Source: an optimization exercise on an open RTL-to-GDS flow (aim: small area, a short achievable clock period and few clock cycles per item). Production flows keep margins and buffers that such runs may drop. RTL that was checked went through simulation tests only; none was proved equivalent to the original. Power and IR drop assume default switching activity.

Design kzg_chal, start of the top module:
module kzg_chal (
    input  wire         clk,
    input  wire         rst,
    input  wire         in_valid,
    output wire         in_ready,
    input  wire [31:0]  in_data,
    output wire         out_valid,
    input  wire         out_ready,
    output reg          out_err,
    output reg  [11:0]  out_index,
    output wire [255:0] out_z
);
Size in the first run: ~6,300 cells after synthesis, about 0.063 mm^2 of cells after synthesis.
Settings: LEC_CHECK=0, CAP_MARGIN=20, CORE_MARGIN=2, CORE_UTILIZATION=55, PLACE_DENSITY=0.7, SLEW_MARGIN=20; clock period 10.0 ns.
run.sh (not shown) runs the stock make flow with config.mk's settings and CLKGATE_MAP_FILE= SYNTH_SCRIPT=/design/flow/synth_recipe.tcl, a recipe that flattens the netlist after the stock synthesis.
Next try:
--- a/flow/config.mk
+++ b/flow/config.mk
@@ -11,0 +12 @@
+export SETUP_SLACK_MARGIN = 4.5
=> The new run passed the timing, DRC and antenna checks; combinational power barely changes; global-route usage came out higher by 0.13 points; utilization came out higher by 0.26 points; cell count barely changes; clock-buffer cell count is unchanged; sequential cell count stays the same; synthesized cell count stays the same; wire length came out higher by 0.75%; synthesized area stays the same; non-clock buffer count came out higher by 7; via count came out higher by 0.57%.
No functional check of the RTL was part of any run of this note.

* * *

kzg_chal, a different RTL version from the one above (not shown whole).
Size in the first run: ~61000 um2 of cells after synthesis.
Settings: LEC_CHECK=0, CAP_MARGIN=20, CORE_MARGIN=2, CORE_UTILIZATION=55, PLACE_DENSITY=0.7, SETUP_SLACK_MARGIN=5, SLEW_MARGIN=20; clock period 10.0 ns.
Testbench counts at the start, summed over its fixed seeds: cycles 1,648,632, items 12.
Then changed:
Settings changed: CORE_UTILIZATION 55 to 75, CTS_BUF_LIST from default to sky130_fd_sc_hd__clkbuf_16, CTS_CLUSTER_DIAMETER from default to 60, CTS_CLUSTER_SIZE from default to 25, PLACE_DENSITY 0.7 to 0.82.
The new run never finished: it broke off in global routing (5_1_grt) on GRT-0232.
Synthesized cell count stays the same.
Area after synthesis does not change.
Then changed:
Settings changed: ABC_AREA from default to 1, CORE_UTILIZATION 75 to 65, CTS_CLUSTER_SIZE 25 to 20, PLACE_DENSITY 0.82 to 0.75.
What happened: The new run ran to the end with no violations. Synthesized cell count rose by 18%. Area after synthesis rose by 2.4%.
Then changed:
==> flow/flow/run.sh (new file) <==
#!/bin/bash
# The standard layout (the standard.sh, standard synthesis and every
# ORFS step unchanged), except that buffer_ports puts a plain
# sky130_fd_sc_hd__buf_1 on every input and output port instead of the
# delay buffer it picks by default. make's full output goes to flow.log;
# ORFS keeps each tool's own log under orfs/logs/.
set -euo pipefail
export BUFFER_PORTS_ARGS="-buffer_cell sky130_fd_sc_hd__buf_1"
bash standard.sh > flow.log 2>&1
==> flow/standard.sh (new file) <==
#!/bin/bash
# synth_recipe.tcl (not shown) runs the flow's synth.tcl, then flattens the netlist and writes it again
# the make line also repeats each setting of config.mk as NAME=value (left out here)
make -C /OpenROAD-flow-scripts/flow DESIGN_CONFIG=/design/flow/config.mk WORK_HOME=/design/flow/orfs CLKGATE_MAP_FILE= SYNTH_SCRIPT=/design/flow/synth_recipe.tcl "${@:-finish}"
Settings changed: ABC_AREA 1 to default.
removed: flow/run.sh
Result: The changed run finished with timing, DRC and antenna clean. Die area drops by a few percent. Sequential share of layout area climbs by 2.0 points. Routed wire length drops by a few percent. Clock-buffer cell count drops by 6. Fmax climbs slightly.

* * *

Setup of run a:
Another version of the RTL of kzg_chal (not shown whole).
Size: ~5,400 cells after synthesis, ~1,100 flip-flops, roughly 310 I/O pins.
## kzg_chal
module kzg_chal (
    input  wire         clk,
    input  wire         rst,
    input  wire         in_valid,
    output wire         in_ready,
    input  wire [31:0]  in_data,
    output wire         out_valid,
    input  wire         out_ready,
    output reg          out_err,
    output reg  [11:0]  out_index,
    output wire [255:0] out_z
);
clock: 10.0 ns
lec_check: 0
cap_margin: 20
core_margin: 2
core_utilization: 65
cts_buf_list: sky130_fd_sc_hd__clkbuf_16
cts_cluster_diameter: 60
cts_cluster_size: 20
place_density: 0.75
setup_slack_margin: 5
slew_margin: 20
standard.sh (not shown) runs the stock make flow with config.mk's settings and CLKGATE_MAP_FILE= SYNTH_SCRIPT=/design/flow/synth_recipe.tcl, a recipe that flattens the netlist after the stock synthesis.
==> flow/flow/run.sh <==
#!/bin/bash
# The standard layout (the standard.sh, standard synthesis and every
# ORFS step unchanged), except that buffer_ports puts a plain
# sky130_fd_sc_hd__buf_1 on every input and output port instead of the
# delay buffer it picks by default. make's full output goes to flow.log;
# ORFS keeps each tool's own log under orfs/logs/.
set -euo pipefail
export BUFFER_PORTS_ARGS="-buffer_cell sky130_fd_sc_hd__buf_1"
bash standard.sh > flow.log 2>&1
Testbench counts of run a, summed over its fixed seeds: cycles 1,648,632, items 12.
--- input diff run a..run b ---
==> flow/run.sh (new file) <==
#!/bin/bash
# synth_recipe.tcl (not shown) runs the flow's synth.tcl, then flattens the netlist and writes it again
# the make line also repeats each setting of config.mk as NAME=value (left out here)
make -C /OpenROAD-flow-scripts/flow DESIGN_CONFIG=/design/flow/config.mk WORK_HOME=/design/flow/orfs CLKGATE_MAP_FILE= SYNTH_SCRIPT=/design/flow/synth_recipe.tcl finish
removed: flow/flow/run.sh
removed: flow/standard.sh
Diff run a -> run b | sequential share of layout area | decrease of 1.3 points
Run b has setup fix buffers added after clock tree synthesis below what run a had.
Looking at critical-path cell with the highest stage delay, the sky130_fd_sc_hd__o211ai_1 result is from run a; the sky130_fd_sc_hd__dfxtp_1 one comes from run b.
Per the comparison of run b with run a, maximum cell stage delay along the critical path dropped 0.03 ns; iteration-0 DRC count of the detailed router climbed 373.

-- re-timing with driven ports --
Ports are ideal in the flow. The routed layouts listed here were re-timed in OpenROAD. Step 1, drivers: a clkbuf_16 drives clk and a buf_2 each remaining input, both assumed. Step 2, shift: input delay + t, output delay - t, t = (earliest + latest rising clock arrival at the registers) / 2. This alone moves slack from input paths to output paths. a / b / c = ideal / step 1 / step 2; a / b = the first two.
run | shift t [ns] | slack for setup (ns) | hold slack, ns | worst setup path at the end | worst data-port slew with drivers (ns)
the first run of note 1 | 0.811 | 4.044 / 4.044 / 3.280 | 0.402 / 0.402 / 0.402 | input to register | 0.04
the second run of note 1 | 0.802 | 4.614 / 4.614 / 3.855 | 0.404 / 0.404 / 0.404 | input to register | 0.05
the first run of note 2 | 0.794 | 4.935 / 4.935 / 4.480 | 0.325 / 0.325 / 0.325 | input to register | 0.05
the third run of note 2 | 0.772 | 5.013 / 5.013 / 4.426 | 0.400 / 0.400 / 0.400 | input to register | 0.04
the fourth run of note 2 | 0.769 | 5.042 / 5.042 / 4.589 | 0.392 / 0.392 / 0.392 | input to register | 0.05
run a | 0.762 | 4.979 / 4.979 / 4.627 | 0.397 / 0.397 / 0.397 | input to register | 0.04
run b | 0.755 | 5.027 / 5.027 / 4.957 | 0.401 / 0.401 / 0.401 | input to register | 0.05
After both steps every run listed still meets setup and hold. For the first run of note 1, which loses most, drivers alone change the setup slack by 0.000 ns; drivers and shift together by -0.764 ns.
